This design comes from an exercise in tuning for small area, a short achievable clock period and few clock cycles per item on the open sky130 flow, not from production work.
No functional check of the RTL was part of any run shown here.
Power is estimated from default activity; no workload was simulated.

==> design/flow/design.v <==
module rtp_depkt (
  input  wire        clk,
  input  wire        rst,
  input  wire        in_valid,
  input  wire [7:0]  in_data,
  input  wire        in_last,
  output wire        in_ready,
  input  wire [11:0] sps_w,
  input  wire [11:0] sps_h,
  output reg         fo_valid,
  output reg  [7:0]  fo_data,
  output reg         fo_last,
  output reg         st_valid,
  output reg  [1:0]  st_hdr,
  output reg  [2:0]  st_kind,
  output reg  [3:0]  st_action,
  output reg         st_marker,
  output reg  [15:0] st_seq,
  output reg  [6:0]  st_payload_len,
  output reg         st_seq_exp_valid,
  output reg  [15:0] st_seq_expected,
  output reg         st_seq_anomaly,
  output reg         st_res_change,
  output reg         st_au_abandoned,
  output reg  [7:0]  st_attempted_len,
  output wire        st_re_state,
  output wire [11:0] st_width,
  output wire [11:0] st_height,
  output wire [31:0] st_anomaly_count
);
  localparam H_ACCEPTED = 2'd0, H_SHORT = 2'd1, H_VERSION = 2'd2, H_PT = 2'd3;
  localparam K_NONE = 3'd0, K_SPS = 3'd1, K_PPS = 3'd2, K_IDR = 3'd3, K_NONIDR = 3'd4,
             K_FUS = 3'd5, K_FUC = 3'd6, K_UNKNOWN = 3'd7;
  localparam A_NONE = 4'd0, A_IGNORED = 4'd1, A_CACHED_SPS = 4'd2, A_CACHED_PPS = 4'd3,
             A_PS_DROPPED = 4'd4, A_AU_STARTED = 4'd5, A_AU_APPENDED = 4'd6,
             A_EMITTED = 4'd7, A_NO_RES = 4'd8, A_ORPHAN = 4'd9, A_AU_OVERFLOW = 4'd10;
  localparam P_SC1 = 3'd0, P_A = 3'd1, P_SC2 = 3'd2, P_B = 3'd3, P_SC3 = 3'd4, P_C = 3'd5;
  reg        rdy;            
  reg        sv;             
  reg [7:0]  sd;
  reg        sl;
  reg [6:0]  si;
  reg        hv;             
  reg [7:0]  hd;
  reg        hl;             
  reg [6:0]  hi;             
  reg [6:0]  bi;             
  reg [11:0] cap_w, cap_h;
  reg        v_ok, pt_ok, mb;
  reg [15:0] seq;
  reg [7:0]  p0, p1;
  reg [2:0]  kk;             
  reg        mode_au, mode_stg;
  reg [7:0]  wptr;           
  reg [7:0]  wofs;           
  reg        wq_v;
  reg [6:0]  wq_a;
  reg [7:0]  wq_d;
  reg        pv;
  reg [6:0]  pr_plen;
  reg [1:0]  pr_hdr;
  reg        pr_p0;          
  reg [7:0]  stg [0:15];
  reg [7:0]  cch [0:23];
  reg [4:0]  sps_len;
  reg [3:0]  pps_len;
  reg        sps_cm, pps_cm;
  reg [11:0] width, height;
  reg        seq_valid;
  reg [15:0] seq_exp;
  reg [31:0] anom_cnt;
  reg [7:0]  au_buf [0:127];
  reg [7:0]  rd;             
  reg [7:0]  au_start;       
  reg [7:0]  au_cnt;         
  reg [7:0]  au_tot;         
  reg [6:0]  au_c;           
  reg        au_pre;
  reg [4:0]  au_spsl;
  reg [3:0]  au_ppsl;
  reg        re_state;
  reg        cp_en;
  reg [7:0]  cp_wptr;
  reg [5:0]  cp_rem;
  reg [4:0]  cp_src;
  reg        qf_pre  [0:3];
  reg [4:0]  qf_spsl [0:3];
  reg [3:0]  qf_ppsl [0:3];
  reg [6:0]  qf_clen [0:3];
  reg [1:0]  q_rp, q_wp;
  reg [2:0]  q_n;
  reg [2:0]  em_ph;
  reg [1:0]  em_sc;
  reg [6:0]  em_rem;
  assign in_ready         = rdy;
  assign st_re_state      = re_state;
  assign st_width         = width;
  assign st_height        = height;
  assign st_anomaly_count = anom_cnt;
  wire [5:0]  pre      = {1'b0, sps_len} + {2'b0, pps_len};
  wire [7:0]  pre8     = {2'b0, pre};
  wire        cp_done  = (cp_rem == 6'd0);
  wire        acc_hdr  = v_ok & pt_ok;
  wire        at12     = (hi == 7'd12);
  wire        at13     = (hi == 7'd13);
  wire [4:0]  ht       = hd[4:0];
  wire        is12_idr = at12 & acc_hdr & (ht == 5'd5);
  wire        is12_non = at12 & acc_hdr & (ht == 5'd1);
  wire        is12_ps  = at12 & acc_hdr & ((ht == 5'd7) | (ht == 5'd8));
  wire        is13_fu  = at13 & acc_hdr & (p0[4:0] == 5'd28);
  wire        is13_fus = is13_fu & hd[7];
  wire        is13_fui = is13_fus & (ht == 5'd5);
  wire        pay_we   = mode_au & (hi > 7'd12) & (wofs < 8'd125) & ~is13_fu;
  wire        hw_req   = is12_idr | is12_non | is13_fus | pay_we;
  wire        sel_cp   = is12_idr | is13_fui;
  wire        sel_st   = is12_non | (is13_fus & ~is13_fui);
  wire [7:0]  d_cp     = cp_wptr - rd;
  wire [7:0]  d_st     = au_start - rd;
  wire [7:0]  d_wp     = wptr - rd;
  wire        hw_space = sel_cp ? ~d_cp[7] : sel_st ? ~d_st[7] : ~d_wp[7];
  wire [7:0]  hw_addr  = sel_cp ? cp_wptr : sel_st ? au_start : wptr;
  wire [7:0]  hw_data  = is13_fus ? {p0[7:5], ht} : hd;
  wire        q_stall  = ({1'b0, q_n} + {3'd0, pv}) >= 4'd4;
  wire        can_consume = ~(hw_req & ~hw_space) & ~(sel_cp & ~cp_done) & ~(hl & q_stall);
  wire        consume  = hv & can_consume;
  wire        head_we  = consume & hw_req;
  wire        head_free = ~hv | can_consume;
  wire        fire     = in_valid & rdy;
  wire        cp_kick  = hv & sel_cp;
  wire        cp_we    = (cp_en | cp_kick) & ~cp_done & ~(hv & hw_req & ~sel_cp) & ~d_cp[7] & ~sps_cm & ~pps_cm;
  wire [7:0]  cp_byte  = cch[cp_src];
  wire [3:0]  stg_idx  = hi[3:0] - 4'd12;
  wire        accepted = (pr_hdr == H_ACCEPTED);
  wire [7:0]  plen8    = {1'b0, pr_plen};
  wire [2:0]  kind     = ~accepted ? K_NONE : ~pr_p0 ? K_UNKNOWN : kk;
  wire        anomaly  = seq_valid & (seq != seq_exp);
  wire        have_res = (width != 12'd0) & (height != 12'd0);
  wire        fus_idr  = (p1[4:0] == 5'd5);
  wire [7:0]  len_idr  = 8'd9 + pre8 + plen8;
  wire [7:0]  len_non  = 8'd3 + plen8;
  wire [7:0]  len_fus  = (fus_idr ? 8'd6 + pre8 : 8'd0) + 8'd2 + plen8;
  wire [8:0]  len_cont = {1'b0, au_tot} + {1'b0, plen8} - 9'd2;
  wire        em_on    = (q_n != 3'd0);
  wire        m_pre    = qf_pre[q_rp];
  wire [4:0]  m_spsl   = qf_spsl[q_rp];
  wire [3:0]  m_ppsl   = qf_ppsl[q_rp];
  wire [6:0]  m_clen   = qf_clen[q_rp];
  wire        em_data  = (em_ph == P_A) | (em_ph == P_B) | (em_ph == P_C);
  wire        em_pop   = em_on & (em_ph == P_C) & (em_rem == 7'd1);
  reg         q_push;
  reg         qp_pre;
  reg  [4:0]  qp_spsl;
  reg  [3:0]  qp_ppsl;
  reg  [6:0]  qp_clen;
  integer i;
  always @(posedge clk) begin
    st_valid <= 1'b0;
    fo_valid <= 1'b0;
    fo_last  <= 1'b0;
    pv       <= 1'b0;
    q_push = 1'b0;
    qp_pre = 1'b0; qp_spsl = 5'd0; qp_ppsl = 4'd0; qp_clen = 7'd0;
    if (rst) begin
      rdy       <= 1'b0;
      sv        <= 1'b0;
      hv        <= 1'b0;
      bi        <= 7'd0;
      mode_au   <= 1'b0;
      mode_stg  <= 1'b0;
      wq_v      <= 1'b0;
      sps_len   <= 5'd0;
      pps_len   <= 4'd0;
      sps_cm    <= 1'b0;
      pps_cm    <= 1'b0;
      width     <= 12'd0;
      height    <= 12'd0;
      seq_valid <= 1'b0;
      anom_cnt  <= 32'd0;
      rd        <= 8'd0;
      au_start  <= 8'd0;
      au_cnt    <= 8'd0;
      au_tot    <= 8'd0;
      au_c      <= 7'd0;
      re_state  <= 1'b0;
      cp_en     <= 1'b1;
      cp_wptr   <= 8'd0;
      cp_rem    <= 6'd0;
      cp_src    <= 5'd16;
      q_rp      <= 2'd0;
      q_wp      <= 2'd0;
      q_n       <= 3'd0;
      em_ph     <= P_SC1;
      em_sc     <= 2'd0;
      em_rem    <= 7'd0;
    end else begin
      if (fire) begin
        bi <= in_last ? 7'd0 : bi + 7'd1;
        if (in_last && bi >= 7'd11) begin
          cap_w <= sps_w;
          cap_h <= sps_h;
        end
      end
      if (head_free) begin
        if (sv) begin
          hv <= 1'b1; hd <= sd; hl <= sl; hi <= si;
        end else if (fire) begin
          hv <= 1'b1; hd <= in_data; hl <= in_last; hi <= bi;
        end else begin
          hv <= 1'b0;
        end
        sv  <= 1'b0;
        rdy <= 1'b1;
      end else begin
        if (fire) begin
          sv <= 1'b1; sd <= in_data; sl <= in_last; si <= bi;
        end
        rdy <= ~(sv | fire);
      end
      wq_v <= 1'b0;
      if (wq_v) au_buf[wq_a] <= wq_d;
      sps_cm <= 1'b0;
      pps_cm <= 1'b0;
      if (sps_cm) for (i = 0; i < 16; i = i + 1) cch[i] <= stg[i];
      if (pps_cm) for (i = 0; i < 8; i = i + 1) cch[16 + i] <= stg[i];
      if (cp_kick) cp_en <= 1'b1;
      if (cp_we & ~head_we) begin
        wq_v    <= 1'b1;
        wq_a    <= cp_wptr[6:0];
        wq_d    <= cp_byte;
        cp_wptr <= cp_wptr + 8'd1;
        cp_rem  <= cp_rem - 6'd1;
        cp_src  <= (~cp_src[4] && (cp_src + 5'd1 == sps_len)) ? 5'd16 : cp_src + 5'd1;
      end
      if (hv & mode_stg & (hi > 7'd12) & (hi < 7'd28)) stg[stg_idx] <= hd;
      if (hv & is12_ps) stg[0] <= hd;
      if (consume) begin
        case (hi)
          7'd0: begin
            v_ok     <= (hd[7:6] == 2'd2);
            mode_au  <= 1'b0;
            mode_stg <= 1'b0;
          end
          7'd1: begin pt_ok <= (hd[6:0] == 7'd96); mb <= hd[7]; end
          7'd2: seq[15:8] <= hd;
          7'd3: seq[7:0]  <= hd;
          7'd12: p0 <= hd;
          7'd13: p1 <= hd;
          default: ;
        endcase
        if (at12) begin
          mode_stg <= is12_ps;
          mode_au  <= is12_idr | is12_non;
          cp_en    <= cp_en & acc_hdr & ((ht == 5'd5) | (ht == 5'd28));
          case (ht)
            5'd7:  kk <= K_SPS;
            5'd8:  kk <= K_PPS;
            5'd5:  kk <= K_IDR;
            5'd1:  kk <= K_NONIDR;
            default: kk <= K_UNKNOWN;
          endcase
        end
        if (is13_fu) begin
          kk       <= hd[7] ? K_FUS : K_FUC;
          cp_en    <= is13_fui;
          if (is13_fus) begin
            mode_au <= 1'b1;
          end else begin
            mode_au <= re_state;
            wptr    <= au_start + au_cnt;
            wofs    <= au_cnt;
          end
        end
        if (head_we) begin
          wq_v <= 1'b1;
          wq_a <= hw_addr[6:0];
          wq_d <= hw_data;
          wptr <= hw_addr + 8'd1;
          wofs <= sel_st ? 8'd1 : sel_cp ? pre8 + 8'd1 : wofs + 8'd1;
        end else if (mode_au & ~is13_fu & (hi > 7'd12)) begin
          wofs <= wofs + 8'd1;
        end
        if (hl) begin
          pv      <= 1'b1;
          pr_plen <= hi - 7'd11;
          pr_p0   <= (hi > 7'd11);
          pr_hdr  <= (hi < 7'd11) ? H_SHORT : ~v_ok ? H_VERSION : ~pt_ok ? H_PT : H_ACCEPTED;
        end
      end
      if (pv) begin
        st_valid         <= 1'b1;
        st_hdr           <= pr_hdr;
        st_kind          <= kind;
        st_marker        <= accepted & mb;
        st_seq           <= accepted ? seq : 16'd0;
        st_payload_len   <= accepted ? pr_plen : 7'd0;
        st_seq_exp_valid <= accepted & seq_valid;
        st_seq_expected  <= (accepted & seq_valid) ? seq_exp : 16'd0;
        st_seq_anomaly   <= accepted & anomaly;
        st_res_change    <= 1'b0;
        st_au_abandoned  <= 1'b0;
        st_attempted_len <= 8'd0;
        st_action        <= A_NONE;
        if (accepted) begin
          seq_valid <= 1'b1;
          seq_exp   <= seq + 16'd1;
          if (anomaly) anom_cnt <= anom_cnt + 32'd1;
        end
        cp_en   <= ~re_state;
        cp_wptr <= au_start;
        cp_rem  <= pre;
        cp_src  <= (sps_len == 5'd0) ? 5'd16 : 5'd0;
        case (kind)
          K_SPS: begin
            if (pr_plen > 7'd16) begin
              st_action        <= A_PS_DROPPED;
              st_attempted_len <= plen8;
            end else begin
              sps_cm    <= 1'b1;
              sps_len   <= pr_plen[4:0];
              cp_rem    <= {1'b0, pr_plen[4:0]} + {2'b0, pps_len};
              cp_src    <= 5'd0;
              st_action <= A_CACHED_SPS;
              if (cap_w != 12'd0 && cap_h != 12'd0 && (cap_w != width || cap_h != height)) begin
                width         <= cap_w;
                height        <= cap_h;
                st_res_change <= 1'b1;
              end
            end
          end
          K_PPS: begin
            if (pr_plen > 7'd8) begin
              st_action        <= A_PS_DROPPED;
              st_attempted_len <= plen8;
            end else begin
              pps_cm    <= 1'b1;
              pps_len   <= pr_plen[3:0];
              cp_rem    <= {1'b0, sps_len} + {2'b0, pr_plen[3:0]};
              st_action <= A_CACHED_PPS;
            end
          end
          K_IDR, K_NONIDR: begin
            st_au_abandoned <= re_state;
            re_state        <= 1'b0;
            au_cnt          <= 8'd0;
            cp_en           <= 1'b1;
            if ((kind == K_IDR ? len_idr : len_non) > 8'd128) begin
              st_action        <= A_AU_OVERFLOW;
              st_attempted_len <= (kind == K_IDR) ? len_idr : len_non;
            end else if (!have_res) begin
              st_action <= A_NO_RES;
            end else begin
              st_action <= A_EMITTED;
              q_push    = 1'b1;
              qp_pre    = (kind == K_IDR);
              qp_spsl   = sps_len;
              qp_ppsl   = pps_len;
              qp_clen   = pr_plen;
              au_start  <= au_start + plen8 + ((kind == K_IDR) ? pre8 : 8'd0);
              cp_wptr   <= au_start + plen8 + ((kind == K_IDR) ? pre8 : 8'd0);
            end
          end
          K_FUS: begin
            st_au_abandoned <= re_state;
            if (len_fus > 8'd128) begin
              st_action        <= A_AU_OVERFLOW;
              st_attempted_len <= len_fus;
              re_state         <= 1'b0;
              au_cnt           <= 8'd0;
              cp_en            <= 1'b1;
            end else begin
              st_action <= A_AU_STARTED;
              re_state  <= 1'b1;
              cp_en     <= 1'b0;
              au_tot    <= len_fus;
              au_cnt    <= plen8 - 8'd1 + (fus_idr ? pre8 : 8'd0);
              au_c      <= pr_plen - 7'd1;
              au_pre    <= fus_idr;
              au_spsl   <= sps_len;
              au_ppsl   <= pps_len;
            end
          end
          K_FUC: begin
            if (!re_state) begin
              st_action <= A_ORPHAN;
            end else if (len_cont > 9'd128) begin
              st_action        <= A_AU_OVERFLOW;
              st_attempted_len <= len_cont[7:0];
              re_state         <= 1'b0;
              au_cnt           <= 8'd0;
              cp_en            <= 1'b1;
            end else if (mb && !have_res) begin
              st_action <= A_NO_RES;
              re_state  <= 1'b0;
              au_cnt    <= 8'd0;
              cp_en     <= 1'b1;
            end else if (mb) begin
              st_action <= A_EMITTED;
              re_state  <= 1'b0;
              au_cnt    <= 8'd0;
              cp_en     <= 1'b1;
              q_push    = 1'b1;
              qp_pre    = au_pre;
              qp_spsl   = au_spsl;
              qp_ppsl   = au_ppsl;
              qp_clen   = au_c + pr_plen - 7'd2;
              au_start  <= au_start + au_cnt + plen8 - 8'd2;
              cp_wptr   <= au_start + au_cnt + plen8 - 8'd2;
            end else begin
              st_action <= A_AU_APPENDED;
              au_tot    <= len_cont[7:0];
              au_cnt    <= au_cnt + plen8 - 8'd2;
              au_c      <= au_c + pr_plen - 7'd2;
            end
          end
          K_UNKNOWN: st_action <= A_IGNORED;
          default:   st_action <= A_NONE;
        endcase
      end
      if (em_on) begin
        fo_valid <= 1'b1;
        if (em_data) begin
          fo_data <= au_buf[rd[6:0]];
          rd      <= rd + 8'd1;
          em_rem  <= em_rem - 7'd1;
          if (em_rem == 7'd1) begin
            case (em_ph)
              P_A:     em_ph <= P_SC2;
              P_B:     em_ph <= P_SC3;
              default: begin em_ph <= P_SC1; fo_last <= 1'b1; end
            endcase
          end
        end else begin
          fo_data <= {7'd0, em_sc == 2'd2};
          em_sc   <= em_sc + 2'd1;
          if (em_sc == 2'd2) begin
            em_sc <= 2'd0;
            case (em_ph)
              P_SC1: begin
                if (m_pre) begin
                  if (m_spsl != 5'd0) begin em_ph <= P_A; em_rem <= {2'd0, m_spsl}; end
                  else em_ph <= P_SC2;
                end else begin
                  em_ph <= P_C; em_rem <= m_clen;
                end
              end
              P_SC2: begin
                if (m_ppsl != 4'd0) begin em_ph <= P_B; em_rem <= {3'd0, m_ppsl}; end
                else em_ph <= P_SC3;
              end
              default: begin em_ph <= P_C; em_rem <= m_clen; end
            endcase
          end
        end
      end
      if (q_push) begin
        qf_pre[q_wp]  <= qp_pre;
        qf_spsl[q_wp] <= qp_spsl;
        qf_ppsl[q_wp] <= qp_ppsl;
        qf_clen[q_wp] <= qp_clen;
        q_wp <= q_wp + 2'd1;
      end
      if (em_pop) q_rp <= q_rp + 2'd1;
      q_n <= q_n + {2'd0, q_push} - {2'd0, em_pop};
    end
  end
endmodule
==> design/flow/run.sh <==
#!/bin/bash
# synth_recipe.tcl (not shown) runs the flow's synth.tcl, then flattens the netlist and writes it again
# the make line also repeats each setting of config.mk as NAME=value (left out here)
make -C /OpenROAD-flow-scripts/flow DESIGN_CONFIG=/design/flow/config.mk WORK_HOME=/design/flow/orfs CLKGATE_MAP_FILE= SYNTH_SCRIPT=/design/flow/synth_recipe.tcl finish
==> design/flow/config.mk <==
export PLATFORM = sky130hd
export DESIGN_NAME = rtp_depkt
export DESIGN_NICKNAME = rtp_depkt
export VERILOG_FILES = /design/flow/design.v
export SDC_FILE = /design/flow/constraint.sdc
export NUM_CORES = 4
export LEC_CHECK = 0
export CAP_MARGIN = 20
export CORE_MARGIN = 2
export CORE_UTILIZATION = 40
export PLACE_DENSITY = 0.6
export SLEW_MARGIN = 20
==> design/flow/constraint.sdc <==
create_clock -name core_clock -period 10.0 [get_ports {clk}]
set_input_delay 2.0000 -clock core_clock [delete_from_list [all_inputs] [get_ports {clk}]]
set_output_delay 2.0000 -clock core_clock [all_outputs]
set_load 0.01 [all_outputs]
==> summary.txt, run 1 <==
Sum Neg Setup Slack=0 ns; GP Congestion=0.892; Startpoint Class=flop; Worst Setup EP=au_tot[5]; mean area per synthesized cell=16.5 um^2; Pwr Total=17.8 mW; Max Fclk=0.158 GHz; Initial Util=0.403; dpl cells=7,150; Top Ports=166; Final setup violation count=0; CTS buffer count=184; most numerous cell in the Yosys netlist=edfxtp_1; CTS sink cnt=1,812; Final min period=6.33 ns; R2R Setup Slk=3.67 ns; syn_nets=4,827; chip width=439 um; CTS tree=done; Worst Skew=0.0744 ns; status=no timing/DRC/antenna violations; Pwr per Cell Area=205 nW/um^2; Worst-Skew Late Latency=0.85 ns; final net count=5,066; routed via count=41.9k; hpwl dp=126 mm; post-synth top area cell=edfxtp_1; Finished Layout Cells=7,511; final hold vios=0; DRT Pass-1 Iters=5; RSZ-0062 raised after global routing=no; VDD IR-drop max=0.203 mV; via/cell ratio=5.58; peak per-stage delay on the critical path=0.94 ns; die area=193,000 um^2; die height=439 um; Filler Cell Count=16.1k; number of synthesized flops with an enable pin=1,639; placed cell area=80,600 um^2; critical-path cell list=inv_1 > fa_1 > inv_1 > a21o_1 > a21oi_1 > xnor2_1 > nand2_1 > o31ai_1 > ha_1 > ha_1 > nor2b_1 > a221oi_1 > o311a_1 > nor4b_1 > nor3_1 > a21oi_1 > and3_1 > nor2_1 > a311oi_1; clk root buf=clkbuf_16; Worst Path Required=10.72 ns; Yosys cell types=80; largest cells by area after synthesis=edfxtp_1 65%, mux4_2 10%, dfxtp_1 4.6%, ha_1 2.8%, nor2_1 2.1%; Post-Syn Area=75,800 um^2; worst slack, placed=3.74 ns; r2r endpoint=au_tot[5]; Max Cap Viol=0; Critical Path AT=7.05 ns; beginning of the critical path=sps_len[1]; Yosys top cell area share=0.650; cells after synthesis=4,604; hold_buf cts=0; number of buffers on the longest clock path=3; PortBufs=165; postcts setup bufs=0; number of global-route vias before repair=41.7k; DRT iter0 DRCs=4,146; GR Overflow Total=0; initial antenna violation count=5; share of layout cells above drive strength 1=0.161; R2R depth=19; Sequential Area=52,700 um^2; slowest CP cell=and3_1; worst-margin pin slew=1.11 ns; Routed WL per cell=25.8 um; Hold Slack=0.397 ns; register area share after synthesis=0.695; final period utilization=0.633; Syn-to-layout area delta=14.7%; Post-synth top cells=1,639 x edfxtp_1, 431 x nor2_1, 353 x mux4_2, 207 x nand2_1, 173 x dfxtp_1; final WL=193 mm; max-slew violation count=0; Synth warnings=2; largest net degree at the start of global routing=108; worst hold path class=reg2reg; Main synth FF type=edfxtp_1; first-pass GRT wire length=285 mm; Multi-input gate area=21,800 um^2; clk slew on worst S/H paths=0.06 ns; Setup crit end kind=flop; Final WS setup=3.67 ns; CTS H-tree lvls=4; DRC errors left=0; CORE AREA=188,000 um^2; Leakage=27.7 nW; r2r startpoint=sps_len[1]; Final Util=0.462; Routed Antenna Nets=0; # rows=159; Yosys reg bits=1,812; CP max FO=25; Finished Cell Area=86,900 um^2; asr flop ratio synth=0; number of gates resized after cts=0; Max-slew headroom=0.259; critical setup path kind=reg2reg; GRT Util Overall=0.199
## area by class of cell
class | count | share of cell area
Tap cell | 2495 | 0.0359
Inverter | 157 | 0.00678
Timing Repair Buffer | 260 | 0.0279
Clock inverter | 111 | 0.0149
Multi-Input combinational cell | 2428 | 0.251
Sequential cell | 1812 | 0.606
Antenna cell | 14 | 0.000403
Clock buffer | 234 | 0.0568
## layout by cell type, fill, tap and decap left out, types with 32 or more instances in the layout
master	netlist	routed
a21o_1	37	37
a21oi_1	113	113
a22oi_1	91	91
and2_1	37	36
and3_1	44	44
buf_4	0	90
clkbuf_1	145	38
clkbuf_16	0	186
clkdlybuf4s50_1	0	164
clkinv_1	2	32
clkinv_2	0	33
dfxtp_1	173	167
edfxtp_1	1639	1639
ha_1	168	168
inv_1	155	154
mux2i_1	49	49
mux4_2	353	353
nand2_1	207	207
nand3_1	91	90
nand4_1	50	50
nor2_1	431	427
nor3_1	59	53
o21ai_0	93	92
xnor2_1	120	120
xor2_1	75	75
## layer usage
| layer | wire length, um | track usage |
|---|---|---|
| met1 | 81200 | 0.272 |
| met2 | 93300 | 0.323 |
| met3 | 11400 | 0.0312 |
| met4 | 7510 | 0.0750 |
| met5 | 0 | 0 |
## how the worst min path moves through the flow
| stage | slack [ns] | cells after the start | to | from |
|---|---|---|---|---|
| final | 0.40 | 0 | cch[9][3] | stg[9][3] |
| after global routing | 0.40 | 0 | cch[9][3] | stg[9][3] |
| after CTS | 0.38 | 0 | cch[9][3] | stg[9][3] |
| after detailed placement | 0.40 | 0 | cch[11][0] | stg[11][0] |
| after global placement | 0.40 | 0 | cch[8][1] | stg[8][1] |
| after floorplan | 0.40 | 0 | cch[10][0] | stg[10][0] |
## sequential cells by signal, indices dropped and copies added (netlist names), 16 cells and up, named ones only
signal	cells
qf_spsl	20
stg	128
st_seq	16
au_buf	1024
cch	192
seq	16
st_seq_expected	16
anom_cnt	32
qf_clen	28
qf_ppsl	16
seq_exp	16
## critical path: cells and delay by family, from the launching register on
family	cells	cell delay, ns
AOI/OAI and AO/OA	7	1.70
buffers and inverters	2	0.20
xor gates and xnor gates	1	0.65
and+or+nand+nor	6	2.00
DFF	1	0.58
adders and majority gates	3	1.11
## power by group
part,switching [mW],internal [mW]
registers,0.112,8.98
logic,1.31,0.360
clock network,2.98,4.06
## kinds of logic after synthesis
family,Yosys count,share of synthesized area
and+or+nand+nor,1088,0.0680
xor gates and xnor gates,195,0.0225
AOI/OAI and AO/OA,536,0.0487
DFF,1812,0.695
muxes,421,0.114
buffers and inverters,364,0.0184
other,1,0.0000495
adders and majority gates,187,0.0328
==> run 2: changes to the inputs <==
--- a/design/flow/config.mk
+++ b/design/flow/config.mk
@@ -9,4 +9,5 @@
 export CORE_MARGIN = 2
 export CORE_UTILIZATION = 40
 export PLACE_DENSITY = 0.6
+export SETUP_SLACK_MARGIN = 5
 export SLEW_MARGIN = 20
==> summary.txt, run 2 <==
status=no timing/DRC/antenna violations; VDD IR-drop max=0.167 mV; first-pass GRT wire length=286 mm; Post-synth top cells=1,639 x edfxtp_1, 431 x nor2_1, 353 x mux4_2, 207 x nand2_1, 173 x dfxtp_1; dpl cells=7,144; hold_buf cts=0; initial antenna violation count=11; worst hold path class=reg2reg; die area=193,000 um^2; CTS sink cnt=1,812; Setup crit end kind=flop; routed via count=42.1k; Worst-Skew Late Latency=0.84 ns; most frequent cells in the layout=1,639 x edfxtp_1, 425 x nor2_1, 353 x mux4_2; worst-margin pin slew=1.14 ns; asr flop ratio synth=0; Final min period=4.90 ns; final WL=195 mm; post-synth top area cell=edfxtp_1; largest net degree at the start of global routing=107; Main synth FF type=edfxtp_1; r2r endpoint=q_n[2]; share of layout cells above drive strength 1=0.169; Pwr per Cell Area=203 nW/um^2; Biggest register=au_buf; CTS tree=done; mean area per synthesized cell=16.5 um^2; Post-Syn Area=75,800 um^2; clk slew on worst S/H paths=0.06 ns; max-slew violation count=0; beginning of the critical path=sps_len[0]; clk root buf=clkbuf_16; R2R depth=23; Synth warnings=2; Final setup violation count=0; largest cells by area after synthesis=edfxtp_1 65%, mux4_2 10%, dfxtp_1 4.6%, ha_1 2.8%, nor2_1 2.1%; Routed WL per cell=25.9 um; Top Ports=166; Max Fclk=0.204 GHz; Startpoint Class=flop; commonest non-fill, non-tap cell in the layout=edfxtp_1; final period utilization=0.490; Syn-to-layout area delta=15.0%; # rows=159; Final WS setup=5.10 ns; r2r startpoint=sps_len[0]; number of synthesized flops with an enable pin=1,639; CTS buffer count=184; Hold Path End=cch[15][7]; worst slack, placed=3.90 ns; DRC errors left=0; DRT iter0 DRCs=4,354; Yosys top cell area share=0.650; number of global-route vias before repair=41.6k; final net count=5,078; Yosys reg bits=1,812; Leakage=27.8 nW; CORE AREA=188,000 um^2; number of buffers on the longest clock path=3; GRT Util Overall=0.200; Worst Hold Path Cells=0; syn_nets=4,827; cells after synthesis=4,604; Sum Neg Setup Slack=0 ns; GR Overflow Total=0; die height=439 um; Finished Layout Cells=7,511; GP Congestion=0.890; register area share after synthesis=0.695; Max Cap Viol=0; Critical Path AT=5.59 ns; min-delay src=stg[15][7]; RSZ-0062 raised after global routing=yes; via/cell ratio=5.61; Initial Util=0.403; CTS H-tree lvls=4; CP max FO=7; final hold vios=0; Yosys cell types=80; most numerous cell in the Yosys netlist=edfxtp_1; hpwl dp=125 mm; DRT Pass-1 Iters=8; PortBufs=165; R2R Setup Slk=5.10 ns; Worst Path Required=10.69 ns; Worst Skew=0.0655 ns; leading registers by flop count=au_buf x1024, cch x192, stg x128; Max-slew headroom=0.240; critical setup path kind=reg2reg; Routed Antenna Nets=0; Largest register FFs=1,024; chip width=439 um
==> run 2: cell counts after synthesis <==
No cell type changed its count.
==> run 2: worst max-delay path by stage <==
stage	to	slack (ns)	cells after the start
2_1_floorplan	q_n[2]	5.05	19
6_report	q_n[2]	5.10	23
5_1_grt	q_n[2]	4.88	23
3_5_place_dp	qf_clen[1][5]	3.90	13
3_3_place_gp	qf_clen[0][5]	3.90	18
4_1_cts	q_n[2]	5.04	23
==> run 2: layout make-up <==
cell class | instances | area [um^2]
fillers | 16100 | 101000
flip-flops and latches | 1812 | 52700
well taps | 2495 | 3120
diodes | 1 | 2.50
inverters | 157 | 602
clock buffers | 238 | 4920
clock inverters | 108 | 1250
repair buffers | 269 | 2520
multi-input cells | 2431 | 22000
==> run 2: report_power, final <==
group	switching, mW	total [mW]	internal (mW)
Clock	2.96	6.98	4.02
Combinational	1.27	1.61	0.349
Sequential	0.117	9.10	8.99
==> run 2: metal layers <==
metal	up-vias	track usage	routed length, um
li1	18600	-	-
met1	21800	0.278	82300
met2	1493	0.322	93500
met3	310	0.0291	11300
met4	0	0.0736	7460
met5	-	0	0
==> run 2: what timing repair did <==
| action | in CTS | in global routing |
|---|---|---|
| buffers inserted | 9 | 7 |
| endpoints found under the setup margin | 236 | 165 |
| pin swaps | 4 | 6 |
| cloned | 3 | 0 |
| gates resized for setup | 35 | 28 |
==> run 2: cell families after synthesis <==
family | share of synthesized area
compound gates | 0.0487
xor+xnor | 0.0225
fa+ha+maj | 0.0328
buf+inv | 0.0184
flops | 0.695
mux | 0.114
other cells | 0.0000495
simple gates | 0.0680
==> run 2: through the flow <==
stage	utilization	area, um^2	total power, mW	hold slack [ns]
CTS	0.462	86900	17.8	0.394
global route	0.464	87100	18.3	0.411
floorplan	-	75800	10.2	0.400
detailed placement	0.429	80600	10.9	0.405
finish	0.464	87100	17.7	0.392
global placement	0.428	80600	10.8	0.401
==> run 2: worst max-delay path, cell delays in order (launching register included) <==
cell and delay [ns]:
dfxtp_4 0.40, ha_1 0.18, inv_1 0.07, fa_2 0.63, inv_2 0.08, ha_1 0.28
ha_1 0.16, inv_1 0.06, fa_1 0.47, nor2b_2 0.15, o211ai_1 0.14, a211oi_2 0.32
nor3_1 0.11, a31oi_2 0.25, nor2_4 0.11, o21a_4 0.25, inv_1 0.07, ha_1 0.22
inv_1 0.06, ha_1 0.13, inv_1 0.05, fa_1 0.37, xnor2_1 0.16, nor2_1 0.05

-- afterwards: timing with drivers on the ports --
The flow's constraints put no driver on any port. The routed layouts listed below were extracted and timed again, unchanged, in two steps. Step 1, drivers: a clkbuf_16 drives clk and a buf_2 each remaining input, both assumed. Step 2 times the ports against the registers' clock, not the clock port: input delays grow and output delays shrink by t, the midpoint of the rising clock arrivals with the driver on. a / b / c = ideal / step 1 / step 2; a / b = the first two.
| run | t, ns | setup slack, ns | worst hold slack (ns) | worst slew at a driven data input, ns |
|---|---|---|---|---|
| run 1 | 0.899 | 3.666 / 3.666 / 3.666 | 0.397 / 0.397 / 0.397 | 0.04 |
| run 2 | 0.895 | 5.101 / 5.101 / 4.861 | 0.392 / 0.392 / 0.392 | 0.14 |
After both steps setup and hold are still met in every run listed. For run 2, which loses most, drivers alone change the setup slack by 0.000 ns; drivers and shift together by -0.240 ns.
